Background: an optimization exercise with open tools, aiming at small area, a short achievable clock period and few clock cycles per item. Do not read the settings as production practice.
Only simulation tests tie the RTL to the original design; equivalence was not proved.

**design/flow/flow/abc_delay.script**
```
strash
dch
map -D 3500
buffer -c
topo
stime -c
upsize -c
dnsize -c
```
**design/flow/constraint.sdc**
```tcl
create_clock -name core_clock -period 20.0 [get_ports {clk}]
set_input_delay 4.0000 -clock core_clock [delete_from_list [all_inputs] [get_ports {clk}]]
set_output_delay 4.0000 -clock core_clock [all_outputs]
set_load 0.01 [all_outputs]
```
**design/flow/config.mk**
```make
export PLATFORM = sky130hd
export DESIGN_NAME = sm3_stream
export DESIGN_NICKNAME = sm3_stream
export VERILOG_FILES = /design/flow/design.v
export SDC_FILE = /design/flow/constraint.sdc
export NUM_CORES = 4
export LEC_CHECK = 0
export CAP_MARGIN = 20
export CORE_MARGIN = 2
export CORE_UTILIZATION = 40
export PLACE_DENSITY = 0.6
export SLEW_MARGIN = 20
```
**design/flow/design.v**
```verilog
module sm3_compress (
    input  wire         clk,
    input  wire         rst,         
    input  wire         wvalid_i,    
    input  wire [31:0]  wdata_i,
    input  wire         wfinal_i,    
    output wire         wtake_o,     
    output wire         wopen_o,     
    output reg          done_o,      
    output wire [255:0] digest_o     
);
    localparam [255:0] IV = {32'h7380166F, 32'h4914B2B9, 32'h172442D7, 32'hDA8A0600,
                             32'hA96F30BC, 32'h163138AA, 32'hE38DEE4D, 32'hB0FB0E4E};
    localparam [31:0]  T0 = 32'h79CC4519;
    localparam [31:0]  T1 = 32'h7A879D8A;
    localparam [1:0] S_PRE   = 2'd0;     
    localparam [1:0] S_ROUND = 2'd1;
    localparam [1:0] S_FIN   = 2'd2;     
    function [31:0] rotl;
        input [31:0] x;
        input [4:0]  n;
        begin
            rotl = (x << n) | (x >> (6'd32 - {1'b0, n}));
        end
    endfunction
    function [31:0] p0;
        input [31:0] x;
        begin
            p0 = x ^ {x[22:0], x[31:23]} ^ {x[14:0], x[31:15]};
        end
    endfunction
    function [31:0] p1;
        input [31:0] x;
        begin
            p1 = x ^ {x[16:0], x[31:17]} ^ {x[8:0], x[31:9]};
        end
    endfunction
    function [31:0] add32;
        input [31:0] x;
        input [31:0] y;
        reg   [31:0] g, p, gn, pn;
        integer      i, d;
        begin
            g = x & y;
            p = x ^ y;
            for (d = 1; d < 32; d = d * 2) begin
                for (i = 0; i < 32; i = i + 1) begin
                    if (i >= d) begin
                        gn[i] = g[i] | (p[i] & g[i - d]);
                        pn[i] = p[i] & p[i - d];
                    end else begin
                        gn[i] = g[i];
                        pn[i] = p[i];
                    end
                end
                g = gn;
                p = pn;
            end
            add32 = (x ^ y) ^ {g[30:0], 1'b0};
        end
    endfunction
    reg [1:0]   state_q;
    reg [5:0]   round_q;
    reg [2:0]   npre_q;                  
    reg         first_q;                 
    reg         cur_final_q;             
    reg [255:0] v_q;                     
    reg [31:0]  a_q, b_q, c_q, d_q, e_q, f_q, g_q, h_q;
    reg [31:0]  k_q;                     
    reg         early_q;                 
    reg [511:0] w_q;                     
    wire in_round = (state_q == S_ROUND);
    wire in_pre   = (state_q == S_PRE);
    wire in_fin   = (state_q == S_FIN);
    wire need_in  = in_round & (round_q < 6'd11);
    wire opt_in   = (in_round & (round_q == 6'd63)) | in_fin | in_pre;
    wire take     = wvalid_i & (need_in | opt_in);
    wire gen      = in_round & (round_q >= 6'd11) & (round_q < 6'd63);
    wire shift    = take | gen;
    wire go       = in_round & (~need_in | wvalid_i);
    wire start    = in_pre & (npre_q == 3'd4) & wvalid_i;
    assign wtake_o = take;
    assign wopen_o = rst | ~in_round | ~go | (round_q < 6'd10) | (round_q >= 6'd62);
    wire [31:0] w0  = w_q[511:480];
    wire [31:0] w3  = w_q[415:384];
    wire [31:0] w7  = w_q[287:256];
    wire [31:0] w10 = w_q[191:160];
    wire [31:0] w11 = w_q[159:128];      
    wire [31:0] w13 = w_q[95:64];
    wire [31:0] w15 = w_q[31:0];         
    wire [31:0] w_gen = p1(w0 ^ w7 ^ {w13[16:0], w13[31:17]})
                        ^ {w3[24:0], w3[31:25]} ^ w10;
    wire [31:0] w_in  = gen ? w_gen : wdata_i;
    wire        early = early_q;
    wire [31:0] a_r12 = {a_q[19:0], a_q[31:20]};
    wire [31:0] ss_t  = a_r12 + e_q + k_q;
    wire [31:0] ss1   = {ss_t[24:0], ss_t[31:25]};
    wire [31:0] ss2   = ss1 ^ a_r12;
    wire [31:0] ff    = early ? (a_q ^ b_q ^ c_q)
                              : ((a_q & b_q) | (a_q & c_q) | (b_q & c_q));
    wire [31:0] gg    = early ? (e_q ^ f_q ^ g_q)
                              : ((e_q & f_q) | (~e_q & g_q));
    wire [31:0] ffdw  = ff + d_q + (w11 ^ w15);      
    wire [31:0] gghw  = gg + h_q + w11;              
    wire [31:0] tt1   = add32(ffdw, ss2);
    wire [31:0] tt2   = add32(gghw, ss1);
    wire [255:0] v_new = v_q ^ {a_q, b_q, c_q, d_q, e_q, f_q, g_q, h_q};
    assign digest_o = v_q;
    always @(posedge clk) begin
        if (shift)
            w_q <= {w_q[479:0], w_in};
        if (start) begin
            k_q     <= T0;
            early_q <= 1'b1;
        end else if (go) begin
            k_q     <= (round_q == 6'd15) ? rotl(T1, 5'd16) : {k_q[30:0], k_q[31]};
            if (round_q == 6'd15)
                early_q <= 1'b0;
        end
        if (go) begin
            a_q <= tt1;
            b_q <= a_q;
            c_q <= {b_q[22:0], b_q[31:23]};
            d_q <= c_q;
            e_q <= p0(tt2);
            f_q <= e_q;
            g_q <= {f_q[12:0], f_q[31:13]};
            h_q <= g_q;
        end else if (in_pre) begin
            {a_q, b_q, c_q, d_q, e_q, f_q, g_q, h_q} <= v_q;
        end
        if (in_fin)
            v_q <= v_new;
        else if (in_pre & first_q & ~done_o)
            v_q <= IV;
        if (rst) begin
            state_q     <= S_PRE;
            npre_q      <= 3'd0;
            first_q     <= 1'b1;
            cur_final_q <= 1'b0;
            done_o      <= 1'b0;
            round_q     <= 6'd0;
        end else begin
            done_o <= in_fin & cur_final_q;
            case (state_q)
                S_PRE: begin
                    if (start) begin
                        npre_q      <= 3'd0;
                        round_q     <= 6'd0;
                        cur_final_q <= 1'b0;
                        first_q     <= 1'b0;
                        state_q     <= S_ROUND;
                    end else if (take) begin
                        npre_q <= npre_q + 3'd1;
                    end
                end
                S_ROUND: begin
                    if (take & wfinal_i & need_in)
                        cur_final_q <= 1'b1;
                    if (take & ~need_in)
                        npre_q <= npre_q + 3'd1;
                    if (go) begin
                        round_q <= round_q + 6'd1;
                        if (round_q == 6'd63)
                            state_q <= S_FIN;
                    end
                end
                S_FIN: begin
                    if (take)
                        npre_q <= npre_q + 3'd1;
                    first_q <= cur_final_q;
                    state_q <= S_PRE;
                end
                default: state_q <= S_PRE;
            endcase
        end
    end
endmodule
module sm3_stream (
    input  wire         clk,
    input  wire         rst,          
    input  wire         in_valid,
    output reg          in_ready,
    input  wire [31:0]  in_data,      
    input  wire         in_last,
    input  wire [2:0]   in_nbytes,    
    output wire         out_valid,
    output wire [255:0] digest_o
);
    reg         pad_q;        
    reg         need80_q;     
    reg         lenblk_q;     
    reg [3:0]   slot_q;       
    reg [58:0]  words_q;      
    reg [1:0]   resid_q;      
    reg         clr_q;        
    wire        core_take;
    wire        core_open;
    wire [63:0] len_bits = {words_q, resid_q, 3'b000};
    wire        words_inc;      
    wire        nb4 = in_nbytes[2];     
    assign      words_inc = ~in_last | nb4;
    reg  [31:0] last_word;
    always @(*) begin
        case (in_nbytes[1:0])
            2'd0: last_word = 32'h80000000;
            2'd1: last_word = {in_data[31:24], 24'h800000};
            2'd2: last_word = {in_data[31:16], 16'h8000};
            default: last_word = {in_data[31:8], 8'h80};
        endcase
        if (nb4)
            last_word = in_data;
    end
    wire [31:0] pad_word = need80_q ? 32'h80000000 :
                           (lenblk_q & (slot_q == 4'd14)) ? len_bits[63:32] :
                           (lenblk_q & (slot_q == 4'd15)) ? len_bits[31:0] : 32'd0;
    wire        f_valid = pad_q | in_valid;
    wire [31:0] f_data  = pad_q ? pad_word : (in_last ? last_word : in_data);
    wire        f_final = pad_q & lenblk_q & (slot_q == 4'd15);
    wire        pad_n      = core_take ? (pad_q ? ~f_final : in_last) : pad_q;
    sm3_compress u_cf (
        .clk      (clk),
        .rst      (rst),
        .wvalid_i (f_valid),
        .wdata_i  (f_data),
        .wfinal_i (f_final),
        .wtake_o  (core_take),
        .wopen_o  (core_open),
        .done_o   (out_valid),
        .digest_o (digest_o)
    );
    always @(posedge clk) begin
        in_ready <= rst | (~pad_n & core_open);
        if (rst) begin
            pad_q      <= 1'b0;
            need80_q   <= 1'b0;
            lenblk_q   <= 1'b0;
            slot_q     <= 4'd0;
            clr_q      <= 1'b1;
        end else begin
            if (core_take) begin
                slot_q <= slot_q + 4'd1;
                if (!pad_q) begin
                    if (clr_q | words_inc)
                        words_q <= clr_q ? {58'd0, words_inc} : words_q + 59'd1;
                    clr_q   <= 1'b0;
                    if (in_last) begin
                        pad_q    <= 1'b1;
                        need80_q <= nb4;
                        resid_q  <= nb4 ? 2'd0 : in_nbytes[1:0];
                    end
                end else begin
                    need80_q <= 1'b0;
                    if (f_final) begin
                        pad_q <= 1'b0;
                        clr_q <= 1'b1;
                    end
                end
                if (slot_q == 4'd15)
                    lenblk_q <= pad_q ? ~lenblk_q : (in_last & ~nb4);
                else if (pad_q ? need80_q : (in_last & ~nb4))
                    lenblk_q <= (slot_q < 4'd14);
            end
        end
    end
endmodule
```
**design/flow/flow/run.sh**
```bash
#!/bin/bash
# Layout flow: the standard ORFS flow, with four changes.
#  1. Synthesis is ORFS's synthesis script (as synth_recipe.tcl runs it) except
#     that ABC maps the logic with the delay-oriented script flow/abc_delay.script
#     and adders are left to ABC (no full-adder cell mapping, ADDER_MAP_FILE empty).
#     Registers are mapped before ABC, so they are the standard synthesis's.
#  2. The timing repair passes aim for extra setup slack (SETUP_SLACK_MARGIN),
#     working on the worst 5% of the endpoints below it (TNS_END_PERCENT).
#  3. The port buffers are buf_2 cells instead of the default (a delay cell).
#  4. Clock tree synthesis adds no dummy loads and clusters up to 22 sinks per leaf buffer.
# The clock, constraints and every other step are the standard flow's.
set -euo pipefail
W=$(pwd)
SCR=${FLOW_HOME:-/OpenROAD-flow-scripts/flow}/scripts
sed "s#log_cmd abc {\*}\$abc_args#log_cmd abc {*}[lreplace \$abc_args 1 1 $W/flow/abc_delay.script]#" \
    "$SCR/synth.tcl" > "$W/synth_delay.tcl"
grep -q "abc_delay.script" "$W/synth_delay.tcl"
sed "s#\$::env(SCRIPTS_DIR)/synth.tcl#$W/synth_delay.tcl#" "$W/synth_recipe.tcl" > "$W/synth_recipe_delay.tcl"
grep -q "synth_delay.tcl" "$W/synth_recipe_delay.tcl"
bash standard.sh synth SYNTH_SCRIPT="$W/synth_recipe_delay.tcl" ADDER_MAP_FILE= > synth_make.log 2>&1
bash standard.sh finish SETUP_SLACK_MARGIN=13.8 TNS_END_PERCENT=5 \
    "BUFFER_PORTS_ARGS=-buffer_cell sky130_fd_sc_hd__buf_2" \
    "CTS_ARGS=-sink_clustering_enable -repair_clock_nets -dont_use_dummy_load -sink_clustering_size 22 -sink_clustering_max_diameter 100" \
    > layout_make.log 2>&1
```
**design/flow/standard.sh**
```bash
#!/bin/bash
# synth_recipe.tcl (not shown) runs the flow's synth.tcl, then flattens the netlist and writes it again
# the make line also repeats each setting of config.mk as NAME=value (left out here)
make -C /OpenROAD-flow-scripts/flow DESIGN_CONFIG=/design/flow/config.mk WORK_HOME=/design/flow/orfs CLKGATE_MAP_FILE= SYNTH_SCRIPT=/design/flow/synth_recipe.tcl "${@:-finish}"
```
==> results.yml, run 1 <==
die:
  io-pin-count: 297
  initial_core_util_pct: 40.2
  die_h_um: 392
  num_rows: 142
  die_w_um: 392
  coreArea_um2: 150000
  fp.dieArea_um2: 154000
clock_network:
  h-tree-depth: 3
  cts_tree: "done"
  clk_latency_ps: 700
  cts_buffers: 66
  clockRootBuffer: "clkbuf_16"
  clk_pin_slew_ps: 90
  hold_buffers: 0
  cts.path.max_buffers: 3
  cts_sinks: 1141
sta:
  slew_viol_final: 0
  post-route-period-util_pct: 30.6
  clock.fmax_mhz: 163
  hold_viol_final: 0
  tightest_slew_ps: 1160
  finalHoldWorstSlack_ps: 390
  fin_crit_ps: 6130
  finalSetupViolCount: 0
  rsz0062_at_grt: "yes"
  fin_setup_tns_ps: 0
  max_slew_margin_pct: 22.9
  fin_skew_ps: 117
grt:
  grt_pass1_wl_mm: 279
  grt_pass1_vias: 40772
  antenna_found_initial: 4
  grt_max_degree: 211
  grtUsageTotal_pct: 25.0
  overflow: 0
placed_design:
  place_congestion: 0.971
  hpwl_mm: 149
  io_buffers: 296
critical_path:
  critPathKind: "in -> reg"
  path_max_fanout: 82
  path_cells: "buf_2 > nor2_4 > inv_2 > nand2_1 > nand2_8 > buf_8 > buf_8"
  crit_top_cell: "buf_8"
  cp.required_ps: 20330
  critPathMaxStageDelay_ps: 550
  critPathLaunchType: "input pin"
  critPathArrivalTime_ps: 6460
  slowest_stage: "buf_8"
  crit_path_end_kind: "register"
layout:
  mostFrequentLayoutCells: "edfxtp_1 (1085), nand2_1 (885), inv_1 (689), nor2_1 (662), o21ai_0 (610)"
  multiInputGateArea_um2: 23500
  mostFrequentLayoutCell: "edfxtp_1"
  fill_cells: 14393
  nets: 6452
  drive_above_1_share_pct: 11.5
  regArea_um2: 33700
  area_delta_synth_final_pct: 10.1
  finalCoreUtilization_pct: 44.3
detailed_routing:
  dr.pass1.iters: 7
  post-route-drc-count: 0
  wl_per_cell_um: 23.3
  drtIter0Drc: 4340
  finalWirelength_mm: 197
  via_per_inst: 5.31
  num_vias: 44729
  final_antenna_net_count: 0
worst_hold_path:
  hold_path_class: "reg -> reg"
synthesis:
  synthDistinctLibCells: 96
  synth_ff_type: "edfxtp_1"
  postSynth.asyncResetShare_pct: 0
  synth_nets: 6163
  syn_inst: 6124
  netlist_area_um2: 60200
  yosys_register_bits: 1141
  ys_seq_area_share_pct: 56.0
  yosys_warnings: 2
  synth_area_per_cell_um2: 9.83
  synth_edf_count: 1085
run_status:
  status: "no timing/DRC/antenna violations"
run:
  maxCapViolations: 0
[per-layer routing]
| metal | wire length (µm) | GRT usage (%) | part of all wire, % |
|---|---|---|---|
| met4 | 8410 | 9.70 | 4.3 |
| met5 | 0 | 0 | 0 |
| met3 | 14400 | 3.30 | 7.3 |
| met1 | 86400 | 35.5 | 44 |
| met2 | 87400 | 38.6 | 44 |
[flip-flops by register name, indices dropped and copies added, names as in the netlist, 3 cells and up]
register and cells:
u_cf.round_q 6, words_q 59, u_cf.k_q 32, u_cf.g_q 32
u_cf.b_q 32, u_cf.f_q 32, u_cf.npre_q 3, u_cf.c_q 32
u_cf.e_q 32, u_cf.h_q 32, u_cf.v_q 256, u_cf.w_q 512
u_cf.a_q 32, slot_q 4, u_cf.d_q 32
[synthesized netlist by cell type (all sizes together), types with 11 or more instances]
library cell,count,area share [%]
edfxtp,1085,54
nand2,909,5.8
nor2,728,4.9
inv,714,4.5
o21ai,713,6.0
xor2,479,7.2
a21oi,416,3.6
xnor2,249,3.7
clkbuf,128,0.80
nand3,99,0.87
nor3,95,0.87
or2,69,0.72
dfxtp,56,1.9
and2,50,0.53
a31oi,37,0.45
o221ai,32,0.51
a21o,24,0.33
buf,24,0.29
nand4,23,0.26
o22ai,23,0.26
a21boi,18,0.22
o21bai,17,0.24
o22a,14,0.20
o211ai,13,0.17
a221oi,12,0.17
o21a,12,0.15
nand3b,11,0.14
nor4,11,0.12
[worst max-delay path, delay by kind of cell]
| family | cells | cell delay [ps] |
|---|---|---|
| buf+inv | 4 | 1310 |
| simple gates | 3 | 1070 |
[path summary, 6_finish.rpt]
path,cells past startpoint,startpoint,end,slack (ps)
max,7,in_valid,u_cf.w_q[91]$_DFFE_PP_,13870
min,0,u_cf.w_q[369]$_DFFE_PP_,u_cf.w_q[401]$_DFFE_PP_,390
max reg2reg,24,u_cf.early_q$_SDFFE_PP1P_,u_cf.e_q[28]$_DFFE_PP_,14010
min reg2reg,0,u_cf.w_q[369]$_DFFE_PP_,u_cf.w_q[401]$_DFFE_PP_,390
[stage by stage]
| step | std cells | area, µm² | setup WS [ps] |
|---|---|---|---|
| 2_1_floorplan | 6124 | 60300 | 11660 |
| 6_report | 8430 | 66300 | 13870 |
| 3_5_place_dp | 8321 | 64000 | 12260 |
| 5_1_grt | 8427 | 66300 | 13720 |
| 4_1_cts | 8388 | 65700 | 13720 |
| 3_3_place_gp | 8321 | 64000 | 12380 |
[logic make-up (layout without fill, tap and decap cells)]
kind of cell | count (synthesis) | in the layout | share of synthesized area (%)
and+or+nand+nor | 2004 | 2006 | 14.4
AOI/OAI and AO/OA | 1376 | 1376 | 13.1
DFF | 1141 | 1141 | 56.0
buffers and inverters | 872 | 1157 | 5.58
xor gates and xnor gates | 728 | 728 | 10.9
adders and majority gates | 3 | 3 | 0.0499
other | 0 | 3 | 0
[cell type report]
| type | instances | share of cell area (%) |
|---|---|---|
| clock buffers | 66 | 2.49 |
| multi-input cells | 4113 | 35.4 |
| inverters | 720 | 4.09 |
| repair buffers | 371 | 3.30 |
| diodes | 3 | 0.0113 |
| flip-flops and latches | 1141 | 50.9 |
| well taps | 2016 | 3.81 |
[repair_timing]
action                                  CTS  global route
endpoints found under the setup margin  272           326
pin swaps                                 1             2
cloned                                    1             2
gates resized for setup                  13            46
setup buffers                             0            37
Testbench counts, summed over its fixed seeds: cycles 58,300, bytes 42,033.
==> inputs of run 2 (changes only) <==
--- a/design/flow/flow/run.sh
+++ b/design/flow/flow/run.sh
@@ -18,7 +18,7 @@
 sed "s#\$::env(SCRIPTS_DIR)/synth.tcl#$W/synth_delay.tcl#" "$W/synth_recipe.tcl" > "$W/synth_recipe_delay.tcl"
 grep -q "synth_delay.tcl" "$W/synth_recipe_delay.tcl"
 bash standard.sh synth SYNTH_SCRIPT="$W/synth_recipe_delay.tcl" ADDER_MAP_FILE= > synth_make.log 2>&1
-bash standard.sh finish SETUP_SLACK_MARGIN=13.8 TNS_END_PERCENT=5 \
+bash standard.sh finish SETUP_SLACK_MARGIN=14.7 TNS_END_PERCENT=0 \
     "BUFFER_PORTS_ARGS=-buffer_cell sky130_fd_sc_hd__buf_2" \
     "CTS_ARGS=-sink_clustering_enable -repair_clock_nets -dont_use_dummy_load -sink_clustering_size 22 -sink_clustering_max_diameter 100" \
     > layout_make.log 2>&1
==> run 2 against run 1 <==
  * Critical path depth rose by 1
  * Clock skew fell by 1.0 ps
  * Synthesized cell count did not move
  * Fmax rose by 10%
  * Highest routed layer unchanged
  * Setup slack improved by 570 ps
  * Still clean on timing, DRC and antenna
  * Critical path type unchanged
  * Flip-flop and latch count did not move
==> results.yml, run 2 <==
grt:
  grtUsageTotal_pct: 25.4
  grt_pass1_wl_mm: 283
  grt_pass1_vias: 41161
  antenna_found_initial: 5
  overflow: 0
  grt_max_degree: 130
critical_path:
  critPathMaxStageDelay_ps: 390
  crit_path_end_kind: "register"
  critPathLaunchType: "input pin"
  path_cells: "buf_2 > nor2_4 > inv_2 > nor2_4 > nor2_4 > buf_12 > buf_12 > buf_12"
  critPathArrivalTime_ps: 5870
  critPathTopFamily: "buffers and inverters"
  slowest_stage: "buf_12"
  crit_buf_inv: 5
  critPathKind: "in -> reg"
  path_max_fanout: 68
  cp.required_ps: 20310
layout:
  reg_top3: "u_cf.w_q: 512 flops, u_cf.v_q: 256 flops, words_q: 59 flops"
  fill_cells: 14210
  nets: 6574
  mostFrequentLayoutCell: "edfxtp_1"
  largest_reg_flops: 512
  final_area_um2: 68700
  largest_register: "u_cf.w_q"
  area_delta_synth_final_pct: 14.1
  mostFrequentLayoutCells: "edfxtp_1 (1085), nand2_1 (861), inv_1 (681), nor2_1 (613), o21ai_0 (598)"
  drive_above_1_share_pct: 15.9
sta:
  tightest_slew_ps: 1080
  fin_crit_ps: 5560
  fin_skew_ps: 116
  finalSetupViolCount: 0
  max_slew_margin_pct: 27.7
  fin_setup_tns_ps: 0
  slew_viol_final: 0
  hold_viol_final: 0
  rsz0062_at_grt: "yes"
  post-route-period-util_pct: 27.8
  clock.fmax_mhz: 180
worst_hold_path:
  hold_path_class: "reg -> reg"
run:
  maxCapViolations: 0
clock_network:
  clockRootBuffer: "clkbuf_16"
  cts_tree: "done"
  cts.path.max_buffers: 3
  h-tree-depth: 2
  clk_latency_ps: 770
  cts_sinks: 1141
  cts_buffers: 60
  hold_buffers: 0
  clk_pin_slew_ps: 90
placed_design:
  place_congestion: 0.940
  io_buffers: 296
  hpwl_mm: 146
  place_area_um2: 64000
synthesis:
  yosys_register_bits: 1141
  synth.top_cells.by_count: "edfxtp_1 (1085), nand2_1 (887), inv_1 (693)"
  synth_edf_count: 1085
  syn_inst: 6124
  netlist_area_um2: 60200
  postSynth.asyncResetShare_pct: 0
  synth_nets: 6163
  synth_ff_type: "edfxtp_1"
  yosysTopAreaCell: "edfxtp_1"
  synth_most_common_cell: "edfxtp_1"
  synthDistinctLibCells: 96
  synth_area_leaders: "edfxtp_1 (54%), xor2_1 (6.7%), nand2_1 (5.5%), o21ai_0 (5.1%), inv_1 (4.3%)"
  ys_seq_area_share_pct: 56.0
  synth_top_area_share_pct: 54.1
  synth_area_per_cell_um2: 9.83
  yosys_warnings: 2
die:
  initial_core_util_pct: 40.2
  coreArea_um2: 150000
  fp.dieArea_um2: 154000
  num_rows: 142
  die_h_um: 392
  die_w_um: 392
  io-pin-count: 297
detailed_routing:
  drtIter0Drc: 4557
  dr.pass1.iters: 6
  num_vias: 45601
  post-route-drc-count: 0
  final_antenna_net_count: 0
  wl_per_cell_um: 23.6
  via_per_inst: 5.33
  finalWirelength_mm: 202
run_status:
  status: "no timing/DRC/antenna violations"
[run 2: cell families (layout without fill, tap and decap cells)]
group	count (synthesis)	after routing	share of synthesized area [%]
XOR/XNOR	728	728	10.9
other	0	1	0
adder cells (fa/ha/maj)	3	3	0.0499
buffers and inverters	872	1279	5.58
AND/OR/NAND/NOR	2004	2006	14.4
flip-flops	1141	1141	56.0
AO/OA/AOI/OAI	1376	1376	13.1
[run 2: area by class of cell]
type / instances / area, µm² / share of cell area, %
Clock buffer: 60 / 1500 / 2.19
Sequential cell: 1141 / 33700 / 49.1
Tap cell: 2016 / 2520 / 3.67
Antenna cell: 1 / 2.50 / 0.00364
Timing Repair Buffer: 498 / 3500 / 5.09
Multi-Input combinational cell: 4113 / 24700 / 36.0
Inverter: 720 / 2730 / 3.97
Timing Repair inverter: 1 / 5.00 / 0.00729
[run 2: layer usage]
| layer | GRT usage, % | share of wire [%] |
|---|---|---|
| met3 | 3.16 | 7.4 |
| met4 | 11.6 | 5.3 |
| met2 | 38.8 | 44 |
| met5 | 0 | 0 |
| met1 | 36.0 | 43 |
[run 2: repair_timing]
| action | CTS | global route |
|---|---|---|
| setup buffers | 75 | 83 |
| setup endpoints to repair | 954 | 889 |
| gates cloned | 7 | 2 |
| hold endpoints to repair | 0 | 0 |
| pin swaps | 17 | 84 |
| resized for setup | 115 | 231 |
[run 2: path summary, 6_finish.rpt]
path                           start                       to  slack, ps  cells past startpoint
max                         in_valid   u_cf.a_q[12]$_DFFE_PP_      14440                      8
min          u_cf.w_q[463]$_DFFE_PP_  u_cf.w_q[495]$_DFFE_PP_        360                      0
max reg2reg    u_cf.e_q[6]$_DFFE_PP_    u_cf.e_q[7]$_DFFE_PP_      14530                     29
min reg2reg  u_cf.w_q[463]$_DFFE_PP_  u_cf.w_q[495]$_DFFE_PP_        360                      0
[run 2: per-stage QoR]
step | hold slack (ps) | worst slack [ps] | utilization (%) | instances
global placement | 400 | 12200 | 42.7 | 8322
finish | 356 | 14440 | 45.9 | 8550
CTS | 352 | 14490 | 44.8 | 8464
floorplan | 400 | 11660 | - | 6124
global route | 344 | 14330 | 45.9 | 8549
detailed placement | 405 | 12160 | 42.8 | 8322
==> inputs of run 3 (changes only) <==
--- a/design/flow/flow/run.sh
+++ b/design/flow/flow/run.sh
@@ -18,7 +18,7 @@
 sed "s#\$::env(SCRIPTS_DIR)/synth.tcl#$W/synth_delay.tcl#" "$W/synth_recipe.tcl" > "$W/synth_recipe_delay.tcl"
 grep -q "synth_delay.tcl" "$W/synth_recipe_delay.tcl"
 bash standard.sh synth SYNTH_SCRIPT="$W/synth_recipe_delay.tcl" ADDER_MAP_FILE= > synth_make.log 2>&1
-bash standard.sh finish SETUP_SLACK_MARGIN=14.7 TNS_END_PERCENT=0 \
+bash standard.sh finish SETUP_SLACK_MARGIN=15 TNS_END_PERCENT=0 \
     "BUFFER_PORTS_ARGS=-buffer_cell sky130_fd_sc_hd__buf_2" \
     "CTS_ARGS=-sink_clustering_enable -repair_clock_nets -dont_use_dummy_load -sink_clustering_size 22 -sink_clustering_max_diameter 100" \
     > layout_make.log 2>&1
==> run 3 against run 2 <==
  * Hold slack is the same
  * Sequential share of layout area is the same
  * First-iteration DRC count is the same
  * Critical endpoint unchanged
  * Cell count is the same
==> results.yml, run 3 <==
critical_path:
  reg2regPathDepth: 29
  critPathArrivalTime_ps: 5870
  path_max_fanout: 68
  slowest_stage: "buf_12"
  critPathKind: "in -> reg"
  cp.required_ps: 20310
  critPathLaunchType: "input pin"
  path_cells: "buf_2 > nor2_4 > inv_2 > nor2_4 > nor2_4 > buf_12 > buf_12 > buf_12"
  crit_path_end_kind: "register"
  critPathMaxStageDelay_ps: 390
grt:
  grt_pass1_wl_mm: 283
  overflow: 0
  grt_pass1_vias: 41161
  grtUsageTotal_pct: 25.4
  antenna_found_initial: 5
  grt_max_degree: 130
synthesis:
  netlist_area_um2: 60200
  synth.top_cells.by_count: "edfxtp_1 (1085), nand2_1 (887), inv_1 (693)"
  syn_inst: 6124
  synthDistinctLibCells: 96
  synth_nets: 6163
  synth_area_leaders: "edfxtp_1 (54%), xor2_1 (6.7%), nand2_1 (5.5%), o21ai_0 (5.1%), inv_1 (4.3%)"
  synth_area_per_cell_um2: 9.83
  yosys_warnings: 2
  synth_top_area_share_pct: 54.1
  synth_edf_count: 1085
  yosys_register_bits: 1141
  ys_seq_area_share_pct: 56.0
  yosysTopAreaCell: "edfxtp_1"
  postSynth.asyncResetShare_pct: 0
  synth_most_common_cell: "edfxtp_1"
  synth_ff_type: "edfxtp_1"
detailed_routing:
  final_antenna_net_count: 0
  num_vias: 45601
  drtIter0Drc: 4557
  finalWirelength_mm: 202
  via_per_inst: 5.33
  post-route-drc-count: 0
  dr.pass1.iters: 6
  wl_per_cell_um: 23.6
layout:
  final-instance-count-excl-fill: 8550
  mostFrequentLayoutCells: "edfxtp_1 (1085), nand2_1 (861), inv_1 (681), nor2_1 (613), o21ai_0 (598)"
  reg_top3: "u_cf.w_q: 512 flops, u_cf.v_q: 256 flops, words_q: 59 flops"
  final_area_um2: 68700
  drive_above_1_share_pct: 15.9
  largest_reg_flops: 512
  fill_cells: 14210
  nets: 6574
  mostFrequentLayoutCell: "edfxtp_1"
  largest_register: "u_cf.w_q"
  area_delta_synth_final_pct: 14.1
clock_network:
  cts_sinks: 1141
  cts.path.max_buffers: 3
  clockRootBuffer: "clkbuf_16"
  cts_tree: "done"
  hold_buffers: 0
  h-tree-depth: 2
  clk_latency_ps: 770
  cts_buffers: 60
  clk_pin_slew_ps: 90
sta:
  fin_setup_tns_ps: 0
  rsz0062_at_grt: "yes"
  slew_viol_final: 0
  post-route-period-util_pct: 27.8
  max_slew_margin_pct: 27.7
  fin_skew_ps: 116
  hold_viol_final: 0
  tightest_slew_ps: 1080
  clock.fmax_mhz: 180
  finalSetupViolCount: 0
  fin_crit_ps: 5560
  finalHoldWorstSlack_ps: 356
placed_design:
  place_area_um2: 64000
  dp_cells: 8322
  hpwl_mm: 146
  place_congestion: 0.940
  io_buffers: 296
die:
  coreArea_um2: 150000
  die_w_um: 392
  die_h_um: 392
  fp.dieArea_um2: 154000
  io-pin-count: 297
  initial_core_util_pct: 40.2
  num_rows: 142
run_status:
  status: "no timing/DRC/antenna violations"
worst_hold_path:
  hold_depth: 0
  hold_path_class: "reg -> reg"
run:
  maxCapViolations: 0
run 3: cell counts after synthesis:
Identical to the previous run, type by type.
run 3: logic make-up (layout without fill, tap and decap cells):
family,count (synthesis),in the layout,share of synthesized area (%)
DFF,1141,1141,56.0
other,0,1,0
xor gates and xnor gates,728,728,10.9
buffers and inverters,872,1279,5.58
AOI/OAI and AO/OA,1376,1376,13.1
and+or+nand+nor,2004,2006,14.4
adders and majority gates,3,3,0.0499
run 3: cell type report:
type	instances	area [µm²]	share of cell area [%]
Timing Repair Buffer	498	3500	5.09
Antenna cell	1	2.50	0.00364
Clock buffer	60	1500	2.19
Inverter	720	2730	3.97
Multi-Input combinational cell	4113	24700	36.0
Sequential cell	1141	33700	49.1
Tap cell	2016	2520	3.67
Timing Repair inverter	1	5.00	0.00729
run 3: through the flow:
step	worst slack, ps	util [%]
floorplan	11660	-
global placement	12200	42.7
detailed placement	12160	42.8
CTS	14490	44.8
global route	14330	45.9
finish	14440	45.9
run 3: final timing paths:
kind                                start                 endpoint  slack (ps)
setup reg to reg    u_cf.e_q[6]$_DFFE_PP_    u_cf.e_q[7]$_DFFE_PP_       14530
hold / removal    u_cf.w_q[463]$_DFFE_PP_  u_cf.w_q[495]$_DFFE_PP_         360
hold reg to reg   u_cf.w_q[463]$_DFFE_PP_  u_cf.w_q[495]$_DFFE_PP_         360
setup / recovery                 in_valid   u_cf.a_q[12]$_DFFE_PP_       14440
run 3: worst max-delay path, delay by kind of cell:
kind          cells  cell delay (ps)
buf+inv           5             1310
simple gates      3              310
run 3: metal layers:
layer	GRT usage (%)	up-vias	routed length, µm	share of wire (%)
met4	11.6	0	10600	5.3
met3	3.16	312	14800	7.4
met5	0	-	0	0
li1	-	21464	-	-
met2	38.8	1747	89300	44
met1	36.0	22078	86800	43
run 3: repair_timing:
item,in CTS,in global routing
pin swaps,17,84
resized for setup,115,231
endpoints found under the setup margin,1365,1160
setup buffers,75,83
cloned,7,2
==> inputs of run 4 (changes only) <==
--- a/design/flow/flow/run.sh
+++ b/design/flow/flow/run.sh
@@ -7,6 +7,7 @@
 #  2. The timing repair passes aim for extra setup slack (SETUP_SLACK_MARGIN),
 #     working on the worst 5% of the endpoints below it (TNS_END_PERCENT).
 #  3. The port buffers are buf_2 cells instead of the default (a delay cell).
+#  5. Repair aims 10% (not 20%) below the max-capacitance and max-slew limits.
 #  4. Clock tree synthesis adds no dummy loads and clusters up to 22 sinks per leaf buffer.
 # The clock, constraints and every other step are the standard flow's.
 set -euo pipefail
@@ -18,7 +19,7 @@
 sed "s#\$::env(SCRIPTS_DIR)/synth.tcl#$W/synth_delay.tcl#" "$W/synth_recipe.tcl" > "$W/synth_recipe_delay.tcl"
 grep -q "synth_delay.tcl" "$W/synth_recipe_delay.tcl"
 bash standard.sh synth SYNTH_SCRIPT="$W/synth_recipe_delay.tcl" ADDER_MAP_FILE= > synth_make.log 2>&1
-bash standard.sh finish SETUP_SLACK_MARGIN=15 TNS_END_PERCENT=0 \
+bash standard.sh finish SETUP_SLACK_MARGIN=14.5 TNS_END_PERCENT=5 CAP_MARGIN=10 SLEW_MARGIN=10 \
     "BUFFER_PORTS_ARGS=-buffer_cell sky130_fd_sc_hd__buf_2" \
     "CTS_ARGS=-sink_clustering_enable -repair_clock_nets -dont_use_dummy_load -sink_clustering_size 22 -sink_clustering_max_diameter 100" \
     > layout_make.log 2>&1
==> run 4 against run 3 <==
  * Still clean
  * Sequential share of layout area shrank 0.74 points
  * First-iteration DRC count grew 6.8%
  * Synthesized cell count is the same
  * Final area grew 1.5%
  * Cell count grew 0.48%
==> results.yml, run 4 <==
run_status:
  status: "no timing/DRC/antenna violations"
synthesis:
  yosysTopAreaCell: "edfxtp_1"
  synth.top_cells.by_count: "edfxtp_1 (1085), nand2_1 (887), inv_1 (693)"
  syn_inst: 6124
  postSynth.asyncResetShare_pct: 0
  yosys_register_bits: 1141
  synth_area_leaders: "edfxtp_1 (54%), xor2_1 (6.7%), nand2_1 (5.5%), o21ai_0 (5.1%), inv_1 (4.3%)"
  synth_top_area_share_pct: 54.1
  netlist_area_um2: 60200
  synthDistinctLibCells: 96
  synth_most_common_cell: "edfxtp_1"
  synth_edf_count: 1085
  ys_seq_area_share_pct: 56.0
  synth_area_per_cell_um2: 9.83
  synth_ff_type: "edfxtp_1"
  synth_nets: 6163
  yosys_warnings: 2
sta:
  slew_viol_final: 0
  tightest_slew_ps: 1020
  fin_skew_ps: 116
  max_slew_margin_pct: 31.7
  clock.fmax_mhz: 180
  fin_setup_tns_ps: 0
  post-route-period-util_pct: 27.8
  rsz0062_at_grt: "yes"
  fin_crit_ps: 5550
  hold_viol_final: 0
  finalSetupViolCount: 0
die:
  die_w_um: 392
  coreArea_um2: 150000
  initial_core_util_pct: 40.2
  io-pin-count: 297
  fp.dieArea_um2: 154000
  num_rows: 142
  die_h_um: 392
clock_network:
  clk_latency_ps: 700
  clockRootBuffer: "clkbuf_16"
  hold_buffers: 0
  cts_sinks: 1141
  cts_buffers: 66
  h-tree-depth: 3
  clk_pin_slew_ps: 80
  cts_tree: "done"
  cts.path.max_buffers: 3
grt:
  grtUsageTotal_pct: 25.4
  antenna_found_initial: 6
  grt_pass1_wl_mm: 283
  grt_pass1_vias: 41154
  overflow: 0
  grt_max_degree: 147
detailed_routing:
  finalWirelength_mm: 204
  drtIter0Drc: 4866
  final_antenna_net_count: 0
  wl_per_cell_um: 23.7
  num_vias: 45879
  via_per_inst: 5.34
  post-route-drc-count: 0
  dr.pass1.iters: 5
critical_path:
  path_max_fanout: 82
  crit_buf_inv: 4
  crit_path_end_kind: "register"
  critPathArrivalTime_ps: 5910
  r2r_slack_ps: 14540
  cp.required_ps: 20360
  critPathLaunchType: "input pin"
  reg2regPathDepth: 28
  slowest_stage: "buf_12"
  regToRegEndpoint: "u_cf.e_q[16]$_DFFE_PP_"
  critPathMaxStageDelay_ps: 410
  critPathTopFamily: "buffers and inverters"
  r2r-start: "u_cf.e_q[2]$_DFFE_PP_"
  path_cells: "buf_2 > nor2_4 > inv_2 > nand2_2 > nand2_8 > buf_12 > buf_16"
  path_depth: 7
  critPathKind: "in -> reg"
worst_hold_path:
  hold_path_class: "reg -> reg"
  hold_start: "u_cf.w_q[352]$_DFFE_PP_"
  hold_depth: 0
  holdPathEnd: "u_cf.w_q[384]$_DFFE_PP_"
layout:
  nets: 6612
  reg_top3: "u_cf.w_q: 512 flops, u_cf.v_q: 256 flops, words_q: 59 flops"
  mostFrequentLayoutCell: "edfxtp_1"
  largest_register: "u_cf.w_q"
  largest_reg_flops: 512
  mostFrequentLayoutCells: "edfxtp_1 (1085), nand2_1 (853), inv_1 (680), o21ai_0 (587), nor2_1 (585)"
  finalCoreUtilization_pct: 46.6
  area_delta_synth_final_pct: 15.8
  fill_cells: 14180
  drive_above_1_share_pct: 17.9
placed_design:
  io_buffers: 296
  place_congestion: 0.971
  hpwl_mm: 149
run:
  maxCapViolations: 0
## run 4: cell counts after synthesis
Identical to the previous run, type by type.
## run 4: worst max path at each step
stage | slack [ps] | to | startpoint
floorplan | 11660 | u_cf.a_q[0]$_DFFE_PP_ | in_valid
global placement | 12380 | u_cf.w_q[148]$_DFFE_PP_ | in_valid
detailed placement | 12260 | u_cf.w_q[148]$_DFFE_PP_ | in_valid
CTS | 14250 | u_cf.e_q[11]$_DFFE_PP_ | u_cf.early_q$_SDFFE_PP1P_
global route | 14290 | u_cf.e_q[30]$_DFFE_PP_ | u_cf.e_q[2]$_DFFE_PP_
finish | 14450 | u_cf.w_q[99]$_DFFE_PP_ | in_valid
## run 4: worst register-to-register path, delay by kind of cell, from the launching register on
family / cells / cell delay, ps
AO/OA/AOI/OAI: 13 / 2440
AND/OR/NAND/NOR: 10 / 1520
flip-flops: 1 / 580
buffers and inverters: 3 / 380
XOR/XNOR: 2 / 320
## run 4: metal layers
metal  global-route usage, %  share of wire [%]
met3                    3.25                7.4
met4                    9.71                4.4
met5                       0                  0
met1                    36.0                 43
met2                    39.6                 45
## run 4: final cells by class
cell class                      count  area, µm²  share of cell area, %
Sequential cell                  1141      33700                   48.4
Clock buffer                       66       1650                   2.37
Timing Repair inverter              1       5.00                0.00718
Inverter                          720       2740                   3.93
Antenna cell                        4       10.0                 0.0144
Timing Repair Buffer              529       3710                   5.32
Tap cell                         2016       2520                   3.62
Multi-Input combinational cell   4114      25400                   36.4
## run 4: logic make-up (layout without fill, tap and decap cells)
family | Yosys count | after routing | synth area share [%]
AOI/OAI and AO/OA | 1376 | 1376 | 13.1
xor gates and xnor gates | 728 | 728 | 10.9
adders and majority gates | 3 | 3 | 0.0499
buffers and inverters | 872 | 1316 | 5.58
DFF | 1141 | 1141 | 56.0
other | 0 | 4 | 0
and+or+nand+nor | 2004 | 2007 | 14.4
## run 4: through the flow
step / hold slack, ps / cells / instance area, µm² / worst slack [ps]
2_1_floorplan: 400 / 6124 / 60300 / 11660
3_3_place_gp: 400 / 8321 / 64000 / 12380
3_5_place_dp: 405 / 8321 / 64000 / 12260
4_1_cts: 390 / 8425 / 66400 / 14250
5_1_grt: 386 / 8587 / 69700 / 14290
6_report: 389 / 8591 / 69700 / 14450
## run 4: what timing repair did
item | in CTS | in global routing
gates cloned | 5 | 6
endpoints found under the setup margin | 730 | 506
endpoints found under the hold margin | 0 | 0
pin swaps | 5 | 118
gates resized for setup | 80 | 417
buffers inserted | 33 | 156
==> inputs of run 5 (changes only) <==
--- a/design/flow/flow/run.sh
+++ b/design/flow/flow/run.sh
@@ -7,7 +7,6 @@
 #  2. The timing repair passes aim for extra setup slack (SETUP_SLACK_MARGIN),
 #     working on the worst 5% of the endpoints below it (TNS_END_PERCENT).
 #  3. The port buffers are buf_2 cells instead of the default (a delay cell).
-#  5. Repair aims 10% (not 20%) below the max-capacitance and max-slew limits.
 #  4. Clock tree synthesis adds no dummy loads and clusters up to 22 sinks per leaf buffer.
 # The clock, constraints and every other step are the standard flow's.
 set -euo pipefail
@@ -19,7 +18,7 @@
 sed "s#\$::env(SCRIPTS_DIR)/synth.tcl#$W/synth_delay.tcl#" "$W/synth_recipe.tcl" > "$W/synth_recipe_delay.tcl"
 grep -q "synth_delay.tcl" "$W/synth_recipe_delay.tcl"
 bash standard.sh synth SYNTH_SCRIPT="$W/synth_recipe_delay.tcl" ADDER_MAP_FILE= > synth_make.log 2>&1
-bash standard.sh finish SETUP_SLACK_MARGIN=14.5 TNS_END_PERCENT=5 CAP_MARGIN=10 SLEW_MARGIN=10 \
+bash standard.sh finish SETUP_SLACK_MARGIN=14.5 TNS_END_PERCENT=0 CORE_UTILIZATION=50 PLACE_DENSITY=0.65 \
     "BUFFER_PORTS_ARGS=-buffer_cell sky130_fd_sc_hd__buf_2" \
     "CTS_ARGS=-sink_clustering_enable -repair_clock_nets -dont_use_dummy_load -sink_clustering_size 22 -sink_clustering_max_diameter 100" \
     > layout_make.log 2>&1
==> run 5 against run 4 <==
  * Still clean
  * Sequential share of layout area increased by 2.3 points
  * Area after synthesis stayed put
  * Clock skew shrank 38 ps
  * Cell count is 6.1% lower
  * Non-clock buffer count decreased by 111
  * Global-route usage grew 5.0 points
  * Flip-flop and latch count is the same
  * Fmax shrank 1.8%
  * Synthesized cell count stayed put
==> results.yml, run 5 <==
sta:
  rsz0062_at_grt: "yes"
  fin_skew_ps: 78.3
  finalHoldWorstSlack_ps: 354
  slew_viol_final: 0
  finalSetupViolCount: 0
  fin_setup_tns_ps: 0
  fin_crit_ps: 5650
  tightest_slew_ps: 1150
  max_slew_margin_pct: 23.5
  clock.fmax_mhz: 177
  hold_viol_final: 0
  fin_ws_ps: 14350
  post-route-period-util_pct: 28.3
clock_network:
  hold_buffers: 0
  cts_tree: "done"
  clk_pin_slew_ps: 80
  clk_latency_ps: 740
  cts.path.max_buffers: 3
  clockRootBuffer: "clkbuf_16"
  h-tree-depth: 2
  cts_buffers: 60
  cts_sinks: 1141
critical_path:
  r2r-start: "u_cf.e_q[24]$_DFFE_PP_"
  path_max_fanout: 104
  critPathTopFamily: "buffers and inverters"
  crit_path_end_kind: "register"
  crit_buf_inv: 6
  critPathLaunchType: "input pin"
  critPathKind: "in -> reg"
  path_cells: "buf_2 > nor2_4 > inv_2 > nor2_4 > nor2_4 > buf_12 > clkinv_2 > buf_4 > buf_6 > o21ai_0"
  critPathMaxStageDelay_ps: 520
  critPathArrivalTime_ps: 6050
  slowest_stage: "buf_4"
  cp.required_ps: 20400
  crit_top_cell: "nor2_4"
  crit_start: "in_valid"
detailed_routing:
  dr.pass1.iters: 6
  post-route-drc-count: 0
  wl_per_cell_um: 23.6
  finalWirelength_mm: 191
  via_per_inst: 5.58
  num_vias: 45046
  drtIter0Drc: 5296
  final_antenna_net_count: 0
synthesis:
  synth_compound_area_share_pct: 13.1
  netlist_area_um2: 60200
  synth-adder-area-share_pct: 0.0499
  synth_top_family_by_area: "simple AND/OR/NAND/NOR gates"
  postSynth.asyncResetShare_pct: 0
  ys_seq_area_share_pct: 56.0
  synth_most_common_cell: "edfxtp_1"
  yosysTopAreaCell: "edfxtp_1"
  yosys_warnings: 2
  synth_area_leaders: "edfxtp_1 (54%), xor2_1 (6.7%), nand2_1 (5.5%), o21ai_0 (5.1%), inv_1 (4.3%)"
  synthSimpleGateAreaFrac_pct: 14.4
  synth_mux_area_share_pct: 0
  syn_inst: 6124
  synth_edf_count: 1085
  yosys_register_bits: 1141
  synth_xor_area_share_pct: 10.9
  synth_nets: 6163
  synth_ff_type: "edfxtp_1"
  synth.top_cells.by_count: "edfxtp_1 (1085), nand2_1 (887), inv_1 (693)"
  synthDistinctLibCells: 96
  synth_area_per_cell_um2: 9.83
  synth_top_area_share_pct: 54.1
placed_design:
  post-place-ws_ps: 12600
  dp_cells: 7911
  io_buffers: 296
  place_area_um2: 63400
  hpwl_mm: 141
  place_congestion: 0.960
layout:
  mostFrequentLayoutCell: "edfxtp_1"
  largest_register: "u_cf.w_q"
  reg_top3: "u_cf.w_q: 512 flops, u_cf.v_q: 256 flops, words_q: 59 flops"
  area_delta_synth_final_pct: 10.7
  drive_above_1_share_pct: 13.1
  final-instance-count-excl-fill: 8067
  largest_reg_flops: 512
  final_area_um2: 66600
  finalCoreUtilization_pct: 55.7
  mostFrequentLayoutCells: "edfxtp_1 (1085), nand2_1 (881), inv_1 (686), nor2_1 (646), o21ai_0 (606)"
  nets: 6493
die:
  die_h_um: 351
  fp.dieArea_um2: 123000
  die_w_um: 351
  io-pin-count: 297
  num_rows: 127
  initial_core_util_pct: 50.3
  coreArea_um2: 120000
grt:
  grt_pass1_vias: 40775
  antenna_found_initial: 4
  overflow: 0
  grtUsageTotal_pct: 30.3
  grt_pass1_wl_mm: 271
  grt_max_degree: 203
worst_hold_path:
  hold_path_class: "reg -> reg"
  hold_start: "u_cf.w_q[289]$_DFFE_PP_"
run_status:
  status: "no timing/DRC/antenna violations"
run:
  maxCapViolations: 0
==> run 5: cell counts after synthesis <==
Identical to the previous run, type by type.
==> run 5: final timing paths <==
| check | endpoint | slack [ps] | cells after the start |
|---|---|---|---|
| max | u_cf.a_q[25]$_DFFE_PP_ | 14350 | 10 |
| min | u_cf.w_q[321]$_DFFE_PP_ | 350 | 0 |
| max reg2reg | u_cf.a_q[26]$_DFFE_PP_ | 14410 | 25 |
| min reg2reg | u_cf.w_q[321]$_DFFE_PP_ | 350 | 0 |
==> run 5: timing repair <==
item / 4_1_cts / 5_1_grt
cloned: 4 / 0
endpoints found under the setup margin: 864 / 608
pin swaps: 5 / 18
gates resized for setup: 68 / 87
setup buffers: 42 / 47
==> run 5: area by class of cell <==
cell class	count	area, µm²
antenna	3	7.51
tap	1612	2020
multi-input combinational	4113	24000
timing repair buffer	418	2690
clock buffer	60	1500
sequential	1141	33700
fill	10599	53000
inverter	720	2720
==> run 5: worst register-to-register path, cell delays in order, from the launching register on <==
cell	delay, ps
edfxtp_1	550
clkinvlp_4	240
nor2_1	200
nor2_1	100
xor2_1	340
nor2_1	110
nor2_1	370
nand2_1	130
nor2_1	270
nand2_1	160
o21ai_4	240
xor2_4	310
xor2_2	230
nand2_1	200
nand3_2	180
nand2_1	100
nand4_1	80
o211ai_1	160
nand3_1	110
nand2_1	110
a21oi_2	250
o21ai_2	140
a21o_1	210
a21oi_1	220
xor2_1	240
o21ai_1	90
==> run 5: logic make-up (layout without fill, tap and decap cells) <==
| family | count (synthesis) | count (layout) |
|---|---|---|
| xor gates and xnor gates | 728 | 728 |
| AOI/OAI and AO/OA | 1376 | 1376 |
| other | 0 | 3 |
| and+or+nand+nor | 2004 | 2006 |
| buffers and inverters | 872 | 1198 |
| adders and majority gates | 3 | 3 |
| DFF | 1141 | 1141 |
==> run 5: metal layers <==
layer,global-route usage (%),vias to the layer above,routed length [µm]
li1,-,21282,-
met1,43.9,21672,82400
met2,46.2,1825,84100
met3,3.64,265,15200
met4,13.0,2,8930
met5,0,-,13
==> inputs of run 6 (changes only) <==
--- a/design/flow/flow/run.sh
+++ b/design/flow/flow/run.sh
@@ -18,7 +18,7 @@
 sed "s#\$::env(SCRIPTS_DIR)/synth.tcl#$W/synth_delay.tcl#" "$W/synth_recipe.tcl" > "$W/synth_recipe_delay.tcl"
 grep -q "synth_delay.tcl" "$W/synth_recipe_delay.tcl"
 bash standard.sh synth SYNTH_SCRIPT="$W/synth_recipe_delay.tcl" ADDER_MAP_FILE= > synth_make.log 2>&1
-bash standard.sh finish SETUP_SLACK_MARGIN=14.5 TNS_END_PERCENT=0 CORE_UTILIZATION=50 PLACE_DENSITY=0.65 \
+bash standard.sh finish SETUP_SLACK_MARGIN=14.5 TNS_END_PERCENT=0 \
     "BUFFER_PORTS_ARGS=-buffer_cell sky130_fd_sc_hd__buf_2" \
     "CTS_ARGS=-sink_clustering_enable -repair_clock_nets -dont_use_dummy_load -sink_clustering_size 22 -sink_clustering_max_diameter 100" \
     > layout_make.log 2>&1
==> design/flow/flow/abc_delay.script (replaced) <==
strash
dch
map -D 3500
==> run 6 against run 5 <==
  * Register-to-register slack improved by 20 ps
  * Setup slack improved by 84 ps
  * Area after synthesis fell by 2.5%
  * Count of clock-buffer cells in the layout rose by 7
  * Critical path depth rose by 19
  * Largest cell class unchanged
==> results.yml, run 6 <==
run_status:
  status: "no timing/DRC/antenna violations"
detailed_routing:
  post-route-drc-count: 0
  final_antenna_net_count: 0
  dr.pass1.iters: 6
  wl_per_cell_um: 23.5
  via_per_inst: 5.42
  drtIter0Drc: 4663
  finalWirelength_mm: 199
  num_vias: 45935
layout:
  largest_register: "u_cf.w_q"
  reg_top3: "u_cf.w_q: 512 flops, u_cf.v_q: 256 flops, words_q: 59 flops"
  largest_reg_flops: 512
  drive_above_1_share_pct: 17.9
  nets: 6601
  mostFrequentLayoutCell: "edfxtp_1"
  mostFrequentLayoutCells: "edfxtp_1 (1085), nand2_1 (867), clkinv_1 (681), o21ai_0 (639), nor2_1 (598)"
  fill_cells: 13786
  area_delta_synth_final_pct: 17.3
critical_path:
  critPathKind: "reg -> reg"
  slowest_stage: "dfxtp_4"
  critPathMaxStageDelay_ps: 380
  critPathArrivalTime_ps: 5980
  path_max_fanout: 8
  critPathLaunchType: "register"
  crit_path_end_kind: "register"
  cp.required_ps: 20420
clock_network:
  clk_latency_ps: 690
  cts_tree: "done"
  h-tree-depth: 3
  cts_buffers: 67
  clockRootBuffer: "clkbuf_16"
  cts.path.max_buffers: 3
  cts_sinks: 1141
  clk_pin_slew_ps: 100
sta:
  fin_ws_ps: 14430
  post-route-period-util_pct: 27.8
  tightest_slew_ps: 1210
  finalSetupViolCount: 0
  max_slew_margin_pct: 19.0
  slew_viol_final: 0
  rsz0062_at_grt: "yes"
  fin_crit_ps: 5570
  clock.fmax_mhz: 180
  hold_viol_final: 0
  fin_skew_ps: 73.1
  fin_setup_tns_ps: 0
synthesis:
  synth_ff_type: "edfxtp_1"
  netlist_area_um2: 58700
  ys_seq_area_share_pct: 57.4
  postSynth.asyncResetShare_pct: 0
  synthDistinctLibCells: 43
  synth_area_per_cell_um2: 9.83
  yosysTopAreaCell: "edfxtp_1"
  syn_inst: 5972
  synth_top_area_share_pct: 55.5
  yosys_warnings: 2
  synth_most_common_cell: "edfxtp_1"
  yosys_register_bits: 1141
  synth.top_cells.by_count: "edfxtp_1 (1085), nand2_1 (909), nor2_1 (728)"
  synth_area_leaders: "edfxtp_1 (56%), xor2_1 (7.1%), o21ai_0 (6.1%), nand2_1 (5.8%), nor2_1 (4.7%)"
  synth_nets: 6011
  synth_edf_count: 1085
grt:
  overflow: 0
  grt_pass1_wl_mm: 280
  grt_max_degree: 151
  grt_pass1_vias: 41248
  grtUsageTotal_pct: 25.4
  antenna_found_initial: 3
die:
  die_w_um: 387
  num_rows: 140
  initial_core_util_pct: 40.3
  die_h_um: 387
  io-pin-count: 297
  coreArea_um2: 146000
  fp.dieArea_um2: 150000
placed_design:
  hpwl_mm: 146
  place_congestion: 0.945
  io_buffers: 296
  post-place-ws_ps: 12260
worst_hold_path:
  hold_path_class: "reg -> reg"
run:
  maxCapViolations: 0
## run 6: cell count changes after synthesis, moves of 47 or more
cell and change:
clkbuf_1 -128, o21ai_0 +100, clkinv_1 +714, inv_1 -693
o21ai_1 -84, nor2_1 +55, and2_2 +47
## run 6: what timing repair did
item | in CTS | in global routing
setup endpoints to repair | 939 | 533
hold buffers | 0 | 0
gates resized for setup | 230 | 415
hold endpoints to repair | 0 | 0
cloned | 4 | 7
buffers inserted | 61 | 116
pin swaps | 29 | 119
## run 6: area by class of cell
cell class	count	area [µm²]	share of cell area, %
multi-input cells	4112	24600	35.8
repair buffers	520	3640	5.29
diodes	3	7.51	0.0109
well taps	1917	2400	3.49
clock buffers	67	1680	2.44
inverters	720	2750	4.00
flip-flops and latches	1141	33700	49.0
## run 6: per-layer routing
| metal | track usage (%) | vias up | routed length [µm] |
|---|---|---|---|
| li1 | - | 21624 | - |
| met1 | 37.5 | 22454 | 89800 |
| met2 | 39.5 | 1645 | 89700 |
| met3 | 2.70 | 212 | 13700 |
| met4 | 7.39 | 0 | 6250 |
| met5 | 0 | - | 0 |
## run 6: logic make-up (layout without fill, tap and decap cells)
group / Yosys count / after routing / share of synthesized area [%]
AOI/OAI and AO/OA: 1376 / 1376 / 12.9
xor gates and xnor gates: 728 / 728 / 10.9
adders and majority gates: 3 / 3 / 0.0512
buffers and inverters: 720 / 1307 / 4.61
DFF: 1141 / 1141 / 57.4
other: 0 / 3 / 0
and+or+nand+nor: 2004 / 2005 / 14.1
## run 6: critical path, delay by kind of cell, from the launching register on
family	cells	cell delay, ps
DFF	1	380
xor gates and xnor gates	5	1030
AOI/OAI and AO/OA	8	1320
and+or+nand+nor	13	2030
buffers and inverters	3	510
## run 6: through the flow
| step | instances | area (µm²) | hold slack [ps] | utilization [%] |
|---|---|---|---|---|
| floorplan | 5972 | 58700 | 400 | - |
| global placement | 8221 | 62900 | 400 | 43.2 |
| detailed placement | 8222 | 63000 | 405 | 43.2 |
| CTS | 8354 | 66200 | 355 | 45.4 |
| global route | 8477 | 68800 | 352 | 47.2 |
| finish | 8480 | 68800 | 356 | 47.2 |
## run 6: worst paths after layout
| path | from | endpoint | slack [ps] | depth (start not counted) |
|---|---|---|---|---|
| max | u_cf.early_q$_SDFFE_PP1P_ | u_cf.e_q[14]$_DFFE_PP_ | 14430 | 29 |
| min | u_cf.w_q[202]$_DFFE_PP_ | u_cf.w_q[234]$_DFFE_PP_ | 360 | 0 |
| max reg2reg | u_cf.early_q$_SDFFE_PP1P_ | u_cf.e_q[14]$_DFFE_PP_ | 14430 | 29 |
| min reg2reg | u_cf.w_q[202]$_DFFE_PP_ | u_cf.w_q[234]$_DFFE_PP_ | 360 | 0 |
==> inputs of run 7 (changes only) <==
==> design/flow/flow/abc_delay.script (replaced) <==
strash
dch
map -D 3000
buffer -c
topo
stime -c
upsize -c
dnsize -c
==> run 7 against run 6 <==
  * Global-route usage is 2.3 points higher
  * Via count rose by 8.9%
  * Die area increased by 6.0%
  * Critical endpoint is now u_cf.b_q[26]$_DFFE_PP_
  * Cell count rose by 6.6%
  * Hold slack better by 27 ps
  * Still clean
==> results.yml, run 7 <==
run_status:
  status: "no timing/DRC/antenna violations"
synthesis:
  synth_edf_count: 1085
  yosys_warnings: 2
  yosys_register_bits: 1141
  synth_top_area_share_pct: 52.3
  yosysTopAreaCell: "edfxtp_1"
  syn_inst: 6645
  synth_area_per_cell_um2: 9.37
  netlist_area_um2: 62300
  synth_nets: 6684
  synth.top_cells.by_count: "nand2_1 (1101), edfxtp_1 (1085), inv_1 (724)"
  postSynth.asyncResetShare_pct: 0
  ys_seq_area_share_pct: 54.1
  synth_ff_type: "edfxtp_1"
  synth_most_common_cell: "nand2_1"
  synth_area_leaders: "edfxtp_1 (52%), nand2_1 (6.6%), xor2_1 (5.5%), o21ai_0 (5.2%), inv_1 (4.4%)"
  synthDistinctLibCells: 93
clock_network:
  hold_buffers: 0
  cts.path.max_buffers: 3
  clk_pin_slew_ps: 80
  cts_buffers: 67
  h-tree-depth: 3
  cts_tree: "done"
  clk_latency_ps: 680
  clockRootBuffer: "clkbuf_16"
  cts_sinks: 1141
detailed_routing:
  post-route-drc-count: 0
  final_antenna_net_count: 0
  wl_met2_mm: 102
  dr.pass1.iters: 6
  wl_met3_mm: 15.5
  finalWirelength_mm: 226
  routedLengthMet1_mm: 99.1
  highest_layer: "met5"
  wl_per_cell_um: 25.0
  drtIter0Drc: 5592
  via_per_inst: 5.53
  num_vias: 50014
worst_hold_path:
  hold_depth: 0
  holdPathEnd: "u_cf.w_q[399]$_DFFE_PP_"
  hold_path_class: "reg -> reg"
  hold_start: "u_cf.w_q[367]$_DFFE_PP_"
sta:
  rsz0062_at_grt: "yes"
  post-route-period-util_pct: 28.5
  finalSetupViolCount: 0
  fin_setup_tns_ps: 0
  max_slew_margin_pct: 22.3
  finalHoldWorstSlack_ps: 382
  clock.fmax_mhz: 175
  fin_crit_ps: 5700
  tightest_slew_ps: 1160
  fin_ws_ps: 14300
  hold_viol_final: 0
  slew_viol_final: 0
  fin_skew_ps: 62.8
die:
  initial_core_util_pct: 40.3
  coreArea_um2: 154000
  num_rows: 144
  die_w_um: 399
  fp.dieArea_um2: 159000
  die_h_um: 399
  io-pin-count: 297
placed_design:
  io_buffers: 296
  place_area_um2: 66100
  place_congestion: 1.01
  post-place-ws_ps: 11260
  hpwl_mm: 174
  dp_cells: 8884
critical_path:
  r2r-start: "u_cf.a_q[24]$_DFFE_PP_"
  cp.required_ps: 20260
  critPathKind: "in -> reg"
  crit_start: "in_valid"
  crit_buf_inv: 3
  critPathLaunchType: "input pin"
  reg2regPathDepth: 23
  slowest_stage: "buf_4"
  crit_path_end_kind: "register"
  critPathArrivalTime_ps: 5960
  r2r_slack_ps: 14450
  path_cells: "buf_2 > nor2_4 > inv_2 > nor2_4 > nor2_4 > buf_4"
  critPathMaxStageDelay_ps: 870
  critPathTopFamily: "buffers and inverters"
  regToRegEndpoint: "u_cf.e_q[30]$_DFFE_PP_"
  path_max_fanout: 66
  crit_top_cell: "nor2_4"
grt:
  overflow: 0
  grtUsageTotal_pct: 27.7
  grt_max_degree: 220
  antenna_found_initial: 4
  grt_pass1_vias: 45301
  grt_pass1_wl_mm: 318
layout:
  drive_above_1_share_pct: 11.5
  reg_top3: "u_cf.w_q: 512 flops, u_cf.v_q: 256 flops, words_q: 59 flops"
  finalCoreUtilization_pct: 44.9
  largest_reg_flops: 512
  nets: 7030
  final-instance-count-excl-fill: 9036
  mostFrequentLayoutCell: "nand2_1"
  largest_register: "u_cf.w_q"
  final_area_um2: 69400
  mostFrequentLayoutCells: "nand2_1 (1098), edfxtp_1 (1085), inv_1 (715), nor2_1 (648), o21ai_0 (642)"
  area_delta_synth_final_pct: 11.5
run:
  maxCapViolations: 0
==> run 7: cell types whose count changed after synthesis, sizes merged, moves of 34 or more <==
| cell | delta |
|---|---|
| clkbuf | +124 |
| a21oi | +53 |
| o21ai | +55 |
| nand2 | +210 |
| xor2 | -88 |
| inv | +740 |
| clkinv | -715 |
| nand4 | +63 |
| nand3 | +178 |
| xnor2 | -34 |
==> run 7: area by class of cell <==
type                    count  area, µm²
multi-input cells        4610      25700
clock buffers              67       1680
well taps                2044       2560
repair buffers            425       2890
inverters                 745       2820
diodes                      3       7.51
fillers                 14853      85000
flip-flops and latches   1141      33700
repair inverters            1       5.00
==> run 7: worst max path at each step <==
stage                              endpoint  depth (start not counted)
floorplan             u_cf.a_q[0]$_DFFE_PP_                          4
global placement    u_cf.w_q[374]$_DFFE_PP_                          8
detailed placement  u_cf.w_q[487]$_DFFE_PP_                          8
CTS                  u_cf.e_q[30]$_DFFE_PP_                         24
global route         u_cf.e_q[29]$_DFFE_PP_                         28
finish               u_cf.b_q[26]$_DFFE_PP_                          6
==> run 7: repair_timing <==
action	CTS	global route
pin swaps	1	14
setup buffers	17	57
cloned	4	3
setup endpoints to repair	675	536
resized for setup	31	115
==> run 7: metal layers <==
| metal | track usage (%) | vias to the layer above |
|---|---|---|
| met5 | 0 | - |
| met4 | 10.3 | 2 |
| met3 | 2.76 | 279 |
| met2 | 43.9 | 2016 |
| met1 | 39.4 | 24283 |
| li1 | - | 23434 |
==> run 7: logic make-up after synthesis <==
family,Yosys count,synth area share (%)
buf+inv,897,5.57
simple gates,2436,17.0
fa+ha+maj,2,0.0322
compound gates,1548,14.2
flops,1141,54.1
xor+xnor,621,9.12
==> run 7: worst register-to-register path: cells and delay by family (launching register included) <==
| family | cells | cell delay, ps |
|---|---|---|
| compound gates | 7 | 1230 |
| xor+xnor | 2 | 1270 |
| buf+inv | 3 | 470 |
| flops | 1 | 770 |
| simple gates | 11 | 1630 |

==> separate check: timing with driven ports <==
How much do the figures lean on ideal ports? The routed layouts below were timed once more, with nothing changed but the port constraints. Step 1, drivers: a clkbuf_16 drives clk and a buf_2 each remaining input, both assumed. Step 2 adds t to the input delays and takes it off the output delays; t is the mean of the earliest and latest rising clock arrival at the registers after step 1. Input paths then give back, and output paths get back, about the clock's delay inside the block. Slacks: no drivers / after step 1 / after step 2; pairs: no drivers / after step 1.
run	t, ns	slack for setup (ns)	hold slack, ns	clock arrival spread, ns	cell pins on the clock port's net
run 1	0.723	13.871 / 13.918 / 13.195	0.390 / 0.390 / 0.390	0.124 / 0.124	1
run 2	0.787	14.441 / 14.413 / 13.705	0.356 / 0.356 / 0.356	0.127 / 0.127	1
run 3	0.787	14.441 / 14.413 / 13.705	0.356 / 0.356 / 0.356	0.127 / 0.127	1
run 4	0.724	14.448 / 14.403 / 13.773	0.389 / 0.389 / 0.389	0.124 / 0.124	1
run 5	0.771	14.347 / 14.378 / 13.607	0.354 / 0.354 / 0.354	0.089 / 0.088	1
run 6	0.738	14.432 / 14.432 / 13.784	0.356 / 0.356 / 0.356	0.083 / 0.082	1
run 7	0.736	14.300 / 14.314 / 13.612	0.382 / 0.382 / 0.382	0.082 / 0.083	1
After both steps every run listed still meets setup and hold. For run 5, which loses most, drivers alone change the setup slack by +0.031 ns; drivers and shift together by -0.740 ns.
